Context: an optimization exercise on an open-source flow, tuned for small area, a short achievable clock period and few clock cycles. The choices shown serve that exercise and are no tape-out recipe.
RTL that was checked went through simulation tests only; none was proved equivalent to the original.
Power and IR drop assume default switching activity.

## wzwave_fbs
module wzwave_fbs (
    input  wire        clk,
    input  wire        rst,
    input  wire        in_valid,
    input  wire [7:0]  in_data,
    output wire        in_ready,
    output wire        out_valid,
    input  wire        out_ready,
    output wire        out_hdr,
    output wire        out_last,
    output wire [3:0]  out_type,
    output wire [71:0] out_data
);
    localparam integer KB = 1;                
    localparam [3:0] C_CTL  = 4'd0,  C_MIS  = 4'd1,  C_BAD  = 4'd2,  C_MAL  = 4'd3,
                     C_VER  = 4'd4,  C_MEM  = 4'd5,  C_SUC  = 4'd6,  C_INIT = 4'd7,
                     C_NPI  = 4'd8,  C_SEND = 4'd9,  C_RNI  = 4'd10, C_UPD  = 4'd11,
                     C_ROUT = 4'd12, C_CMD  = 4'd13, C_OPQ  = 4'd14, C_SCB  = 4'd15;
    localparam [3:0] A_NOP = 4'd0, A_LEN = 4'd1, A_HW  = 4'd2,
                     A_SHP = 4'd4, A_HDR = 4'd6, A_DAT = 4'd7,
                     A_MSK = 4'd8, A_XOR = 4'd9;
    function [1:0] off0(input [3:0] code);
        case (code)
            C_SUC, C_SEND, C_RNI, C_SCB, C_MEM, C_INIT, C_ROUT: off0 = 2'd3;
            default: off0 = 2'd0;
        endcase
    endfunction
    reg  [7:0]    T;
    reg  [2047:0] ring;
    wire          we;
    wire [7:0]    wd;
    reg  [7:0]    sel;
    always @(posedge clk) begin
        if (rst) T <= 8'd0;
        else     T <= T + 8'd1;
        ring <= {ring[2039:0], we ? wd : ring[2047:2040]};
    end
    wire [7:0] amask   = (8'd1 << KB) - 8'd1;
    wire [7:0] rdat    = ring[{sel & ~amask, 3'b000} +: 8];
    wire       aligned = ((sel & amask) == 8'd0);
    reg  [7:0] b, sk;
    reg        bv, skv;
    wire       take;
    reg        irdy;          
    assign in_ready = irdy;
    wire in_fire = in_valid & ~skv;
    always @(posedge clk) begin
        irdy <= rst || !((take || !bv) ? 1'b0 : (skv || in_fire));
        if (rst) begin
            bv  <= 1'b0;
            skv <= 1'b0;
        end else if (take || !bv) begin
  ...
==> flow/config.mk <==
export PLATFORM = sky130hd
export DESIGN_NAME = wzwave_fbs
export DESIGN_NICKNAME = wzwave_fbs
export VERILOG_FILES = /design/flow/design.v
export SDC_FILE = /design/flow/constraint.sdc
export NUM_CORES = 4
export LEC_CHECK = 0
export CAP_MARGIN = 20
export CORE_MARGIN = 2
export CORE_UTILIZATION = 40
export CTS_CLUSTER_DIAMETER = 60
export CTS_CLUSTER_SIZE = 24
export SLEW_MARGIN = 20
export SYNTH_HIERARCHICAL = 1
==> flow/constraint.sdc <==
create_clock -name core_clock -period 10.0 [get_ports {clk}]
set_input_delay 2.0000 -clock core_clock [delete_from_list [all_inputs] [get_ports {clk}]]
set_output_delay 2.0000 -clock core_clock [all_outputs]
set_load 0.01 [all_outputs]
standard.sh (not shown) runs the stock make flow with config.mk's settings and CLKGATE_MAP_FILE= SYNTH_SCRIPT=/design/flow/synth_recipe.tcl, a recipe that flattens the netlist after the stock synthesis.
==> flow/flow/run.sh <==
#!/bin/bash
# The standard layout (the standard.sh: ORFS synthesis through finish) with a
# tighter timing-repair target: repair_timing aims at a setup slack of
# SETUP_SLACK_MARGIN ns at the design's clock period, may resize cells across
# footprints, and the port buffers start out as buf_4 cells.
set -euo pipefail
bash standard.sh SETUP_SLACK_MARGIN=7.0 MATCH_CELL_FOOTPRINT=0 \
    "BUFFER_PORTS_ARGS=-buffer_cell sky130_fd_sc_hd__buf_4" finish > standard.log 2>&1
The baseline finished with timing, DRC and antenna clean.
Testbench counts at the start, summed over its fixed seeds: cycles 31,867.
Edit:
--- a/flow/flow/run.sh
+++ b/flow/flow/run.sh
@@ -6,3 +6,3 @@
 set -euo pipefail
-bash standard.sh SETUP_SLACK_MARGIN=7.0 MATCH_CELL_FOOTPRINT=0 \
+bash standard.sh SETUP_SLACK_MARGIN=6.8 MATCH_CELL_FOOTPRINT=0 \
     "BUFFER_PORTS_ARGS=-buffer_cell sky130_fd_sc_hd__buf_4" finish > standard.log 2>&1
- CTS_CLUSTER_DIAMETER: 60 -> 50
- CTS_CLUSTER_SIZE: 24 -> 30
Non-clock buffer count fell by 151. Utilization drops by 0.65 points. Routed wire length fell by 5.6%. Synthesized area is unchanged. Total power goes up by 0.80%. Sequential power is about the same. Design area decreases by 1.4%. Cell count goes down by 1.2%. Combinational power decreases by 13%. Setup slack improves by 0.011 ns. Clock skew barely changes.
Edit:
- CTS_CLUSTER_DIAMETER: 50 -> 40
- CTS_CLUSTER_SIZE: 30 -> 20
Final area climbs by about 3%.
Hold slack loses 0.043 ns.
Fmax decreases by about 2.6%.
Die area does not change.
Core utilization rises by 1.4 points.
Sequential power stays flat.
Edit:
- CTS_CLUSTER_DIAMETER: 40 -> 60
- CTS_CLUSTER_SIZE: 20 -> 24
What happened: Hold slack gains 0.050 ns. Final area decreases by about 4%. Wire length falls by about 2%.
Edit:
--- a/flow/flow/run.sh
+++ b/flow/flow/run.sh
@@ -6,3 +6,3 @@
 set -euo pipefail
-bash standard.sh SETUP_SLACK_MARGIN=6.8 MATCH_CELL_FOOTPRINT=0 \
+bash standard.sh SETUP_SLACK_MARGIN=6.3 MATCH_CELL_FOOTPRINT=0 \
     "BUFFER_PORTS_ARGS=-buffer_cell sky130_fd_sc_hd__buf_4" finish > standard.log 2>&1
=>
- cell count decreases by 2.0%
- cell area decreases by 2.9%
- routed wire length decreases by 2.2%
- synthesized area does not change

========
wzwave_fbs, a different RTL version from the one above (not shown whole).
Size in the first run: ~92 I/O pins.
// wzwave_fbs
module wzwave_fbs (
    input  wire        clk,
    input  wire        rst,
    input  wire        in_valid,
    input  wire [7:0]  in_data,
    output wire        in_ready,
    output wire        out_valid,
    input  wire        out_ready,
    output wire        out_hdr,
    output wire        out_last,
    output wire [3:0]  out_type,
    output wire [71:0] out_data
);
clock: 10.0 ns
lec_check: 0
cap_margin: 20
core_margin: 2
core_utilization: 40
cts_cluster_diameter: 80
cts_cluster_size: 32
slew_margin: 20
synth_hierarchical: 1
==> flow/flow/run.sh <==
#!/bin/bash
# The standard layout (the standard.sh: ORFS synthesis through finish) with a
# tighter timing-repair target: repair_timing aims at a setup slack of
# SETUP_SLACK_MARGIN ns at the design's clock period, may resize cells across
# footprints, and the port buffers start out as buf_4 cells.
set -euo pipefail
bash standard.sh SETUP_SLACK_MARGIN=6.6 MATCH_CELL_FOOTPRINT=0 \
    "BUFFER_PORTS_ARGS=-buffer_cell sky130_fd_sc_hd__buf_4" finish > standard.log 2>&1
The first run finished with timing, DRC and antenna clean.
Testbench counts at the start, summed over its fixed seeds: cycles 31,867.
Next try:
--- a/flow/config.mk
+++ b/flow/config.mk
@@ -10,4 +10,4 @@
 export CORE_UTILIZATION = 40
-export CTS_CLUSTER_DIAMETER = 80
-export CTS_CLUSTER_SIZE = 32
+export CTS_CLUSTER_DIAMETER = 60
+export CTS_CLUSTER_SIZE = 24
 export SLEW_MARGIN = 20
Result:
- total power came out higher by 5.3%
- worst setup slack improved by 0.034 ns
- clock-buffer cell count came out higher by 58
- area after synthesis stays the same
- sequential share of layout area went down by 1.0 points

========
Setup of P:
wzwave_fbs with an RTL version that a note above also has.
For scale: roughly 5300 cells after synthesis, ~2500 flip-flops, roughly 92 I/O pins.
clock: 10.0 ns
lec_check: 0
cap_margin: 20
core_margin: 2
core_utilization: 40
cts_cluster_diameter: 60
cts_cluster_size: 24
slew_margin: 20
synth_hierarchical: 1
tns_end_percent: 20
==> flow/flow/run.sh <==
#!/bin/bash
# The standard layout (the standard.sh: ORFS synthesis through finish) with a
# tighter timing-repair target: repair_timing aims at a setup slack of
# SETUP_SLACK_MARGIN ns at the design's clock period, may resize cells across
# footprints, and the port buffers start out as buf_4 cells.
set -euo pipefail
bash standard.sh SETUP_SLACK_MARGIN=6.8 MATCH_CELL_FOOTPRINT=0 \
    "BUFFER_PORTS_ARGS=-buffer_cell sky130_fd_sc_hd__buf_4" finish > standard.log 2>&1
No stage failed in P, and the final checks on the layout all came back clean.
Testbench counts of P, summed over its fixed seeds: cycles 31,867.
Input-level comparison between Q and P:
- swapping 20 for 5 in TNS_END_PERCENT
## What came out
Number of nets with antenna violations after detailed routing: P vs Q identical. Q — clock skew 0.015 ns higher, P as reference. On portion of the layout cell area used by non-clock buffers, P and Q are basically level. Comparing P and Q, the higher total inserted antenna cells is on P. Initial antenna violation count: Q lower than P. The share of cell area taken by flip-flops and latches was comparable across P and Q.
[inputs] R vs Q
- changing TNS_END_PERCENT from 5 to 10
diff --git a/flow/flow/run.sh b/flow/flow/run.sh
--- a/flow/flow/run.sh
+++ b/flow/flow/run.sh
@@ -5,4 +5,4 @@
 # footprints, and the port buffers start out as buf_4 cells.
 set -euo pipefail
-bash standard.sh SETUP_SLACK_MARGIN=6.8 MATCH_CELL_FOOTPRINT=0 \
+bash standard.sh SETUP_SLACK_MARGIN=7.0 MATCH_CELL_FOOTPRINT=0 \
     "BUFFER_PORTS_ARGS=-buffer_cell sky130_fd_sc_hd__buf_4" finish > standard.log 2>&1
## What came out
R: done, clean on timing, DRC and antenna. Looking at R and Q, the global-route usage over all layers is a wash. [compare] base=Q new=R: total wirelength of the detailed-routed design increased 1300 um, worst hold slack increased 0.019 ns, share of the final layout cell area in multi-input gates essentially unchanged, worst slew margin relative to its limit increased 2.1 points.
Here is what was changed in the inputs of S compared with R.
- changing TNS_END_PERCENT from 10 to 50
diff --git a/flow/flow/run.sh b/flow/flow/run.sh
--- a/flow/flow/run.sh
+++ b/flow/flow/run.sh
@@ -5,4 +5,4 @@
 # footprints, and the port buffers start out as buf_4 cells.
 set -euo pipefail
-bash standard.sh SETUP_SLACK_MARGIN=7.0 MATCH_CELL_FOOTPRINT=0 \
+bash standard.sh SETUP_SLACK_MARGIN=6.8 MATCH_CELL_FOOTPRINT=0 \
     "BUFFER_PORTS_ARGS=-buffer_cell sky130_fd_sc_hd__buf_4" finish > standard.log 2>&1
## What came out
S against R: peak per-stage delay on the critical path picked up an extra 0.02 ns; met3 routing resource usage after global routing picked up an extra 0.26 points; fraction of power consumed by the clock network lost 0.3 points; largest net degree at the start of global routing picked up an extra 27; count of buffers added by post-CTS timing repair for setup picked up an extra 28.
[compare] base=R new=S: multi-input combinational cell area went down 0.45%; cell area power density saw a decrease; met1 demand-to-capacity share in global routing decreased 0.30 points.
[inputs] T vs S
- TNS_END_PERCENT no longer set, was 50
diff --git a/flow/flow/run.sh b/flow/flow/run.sh
--- a/flow/flow/run.sh
+++ b/flow/flow/run.sh
@@ -5,4 +5,4 @@
 # footprints, and the port buffers start out as buf_4 cells.
 set -euo pipefail
-bash standard.sh SETUP_SLACK_MARGIN=6.8 MATCH_CELL_FOOTPRINT=0 \
+bash standard.sh SETUP_SLACK_MARGIN=6.6 MATCH_CELL_FOOTPRINT=0 \
     "BUFFER_PORTS_ARGS=-buffer_cell sky130_fd_sc_hd__buf_4" finish > standard.log 2>&1
==> notes.md <==
- T has completed all stages; timing, DRC and antenna checks passed.
- NOTE: final core utilization in T falls short of that of S
- Area: T vs S -> T smaller
- Proportion of power drawn by the clock network on T is up relative to S.
- Synthesized cell count: T vs S identical
- Looking at post-synthesis to final-layout area growth, T sits below S.
- Changes observed in T relative to S: first-pass GRT wire length has increased, wire length closely matched the old numbers, length of routed wiring on met1 level, mean post-synth cell area roughly the same, number of clock buffers in the layout increased by 9 relative to the old numbers.

========
wzwave_fbs, a different RTL version from the one above (not shown whole).
Size: ~5400 cells after synthesis, about 2400 flip-flops, ~80000 µm² of cells after synthesis.
export LEC_CHECK = 0
export CAP_MARGIN = 20
export CORE_MARGIN = 2
export CORE_UTILIZATION = 40
export SLEW_MARGIN = 20
create_clock -name core_clock -period 10.0 [get_ports {clk}]
==> flow/flow/run.sh <==
#!/bin/bash
# The standard layout (the standard.sh: ORFS synthesis through finish) with a
# tighter timing-repair target: repair_timing aims at a setup slack of
# SETUP_SLACK_MARGIN ns instead of 0 at the design's clock period.
set -euo pipefail
bash standard.sh SETUP_SLACK_MARGIN=6.6 finish > standard.log 2>&1
The baseline finished clean.
==> next run, changes <==
==> flow/run.sh (new file) <==
#!/bin/bash
# synth_recipe.tcl (not shown) runs the flow's synth.tcl, then flattens the netlist and writes it again
# the make line also repeats each setting of config.mk as NAME=value (left out here)
make -C /OpenROAD-flow-scripts/flow DESIGN_CONFIG=/design/flow/config.mk WORK_HOME=/design/flow/orfs CLKGATE_MAP_FILE= SYNTH_SCRIPT=/design/flow/synth_recipe.tcl finish
- SETUP_SLACK_MARGIN: not set -> 5
removed: flow/flow/run.sh
removed: flow/standard.sh
Effect: The changed run ran to the end with no violations; cell count drops by 2.9%; sequential cell count does not change; sequential share of layout area climbs by 2.2 points; combinational power drops by 19%; cell area drops by 4.0%; global-route usage drops by 0.88 points; core utilization drops by 1.9 points.
Function was not checked in any run of this note: the RTL went through the layout flow alone.

========
== job 2062 ==
wzwave_fbs, a different RTL version from the one above (not shown whole).
Size: about 2600 flip-flops, roughly 92 I/O pins.
clock: 10.0 ns
lec_check: 0
cap_margin: 20
core_margin: 2
core_utilization: 60
cts_cluster_diameter: 60
cts_cluster_size: 24
slew_margin: 20
synth_hierarchical: 1
==> flow/flow/run.sh <==
#!/bin/bash
# The standard layout (the standard.sh: ORFS synthesis through finish) with a
# tighter timing-repair target: repair_timing aims at a setup slack of
# SETUP_SLACK_MARGIN ns at the design's clock period, may resize cells across
# footprints, and the port buffers start out as buf_4 cells.
set -euo pipefail
bash standard.sh SETUP_SLACK_MARGIN=6.6 MATCH_CELL_FOOTPRINT=0 \
    "BUFFER_PORTS_ARGS=-buffer_cell sky130_fd_sc_hd__buf_4" finish > standard.log 2>&1
Testbench counts of job 2062, summed over its fixed seeds: cycles 31,867.
Changes in job 8493 relative to job 2062:
Settings: CORE_UTILIZATION changed from 60 to 40.
==> notes.md <==
- Job 8493 vs job 2062, non-clock inverter total of the final layout went up by 1.
- Compared with job 2062, job 8493 shows a lower effective utilization at floorplan.
- Category of the most critical setup path: reg2reg -> job 2062, reg2out -> job 8493
- [compare] base=job 2062 new=job 8493: die height increased by 22% relative to the old numbers, final worst slack increased 0.051 ns, sum of internal, switching and leakage power picked up an extra about 1.8%, via count +137, number of cells in the finished layout apart from fillers shows an increase of 909.
- Job 8493 closes out successfully: all stages finished, all timing, DRC and antenna checks passed.
- Side by side, sequential share of layout area turned out lower in job 8493 than in job 2062.

what the ideal ports hide:
In the flow no input, the clock included, has a driving cell. The finished layouts below were timed again as built, in two steps. Step 1 sets driving cells, clkbuf_16 on the clock port and buf_2 on the other inputs (assumed; they add their load-dependent delay and slew). Step 2 moves the port delays by t, midway between the first and last clock arrival at a register: inputs arrive t later, outputs are due t later. That takes back most of the time a late clock gives input paths. Slacks: no drivers / after step 1 / after step 2; pairs: no drivers / after step 1.
run | t, ns | setup WS [ns] | latest minus earliest clock arrival (ns) | slew at the worst register clock pin (ns) | worst data-port slew with drivers (ns)
the first run of note 1 | 0.871 | 6.512 / 6.435 / 6.274 | 0.062 / 0.061 | 0.10 / 0.10 | 0.03
the second run of note 1 | 0.887 | 6.523 / 6.442 / 6.180 | 0.064 / 0.063 | 0.11 / 0.11 | 0.05
the third run of note 1 | 0.921 | 6.431 / 6.350 / 6.154 | 0.124 / 0.124 | 0.08 / 0.08 | 0.05
the fourth run of note 1 | 0.886 | 6.543 / 6.462 / 6.147 | 0.046 / 0.046 | 0.09 / 0.09 | 0.05
the fifth run of note 1 | 0.871 | 6.463 / 6.383 / 5.678 | 0.046 / 0.046 | 0.09 / 0.09 | 0.06
the first run of note 2 | 0.855 | 6.571 / 6.489 / 5.939 | 0.057 / 0.057 | 0.13 / 0.13 | 0.05
the second run of note 2 | 0.893 | 6.605 / 6.519 / 5.807 | 0.045 / 0.044 | 0.09 / 0.09 | 0.05
P | 0.881 | 6.533 / 6.449 / 5.980 | 0.054 / 0.055 | 0.09 / 0.09 | 0.07
Q | 0.889 | 6.511 / 6.432 / 5.949 | 0.070 / 0.069 | 0.09 / 0.09 | 0.07
R | 0.882 | 6.543 / 6.465 / 5.753 | 0.042 / 0.042 | 0.09 / 0.09 | 0.06
S | 0.872 | 6.548 / 6.466 / 6.170 | 0.048 / 0.048 | 0.09 / 0.09 | 0.07
T | 0.884 | 6.500 / 6.419 / 5.890 | 0.083 / 0.082 | 0.09 / 0.09 | 0.07
the first run of note 4 | 0.924 | 6.041 / 6.041 / 5.600 | 0.042 / 0.043 | 0.07 / 0.07 | 0.04
the second run of note 4 | 0.920 | 5.231 / 5.296 / 4.376 | 0.066 / 0.066 | 0.07 / 0.07 | 0.03
job 2062 | 0.860 | 6.520 / 6.520 / 6.044 | 0.052 / 0.052 | 0.09 / 0.09 | 0.12
job 8493 | 0.877 | 6.571 / 6.491 / 5.904 | 0.041 / 0.041 | 0.10 / 0.10 | 0.07
After both steps setup and hold are still met in every run listed. The setup slack of the second run of note 4, which loses most, moves by +0.065 ns with the drivers and by -0.855 ns with both steps.
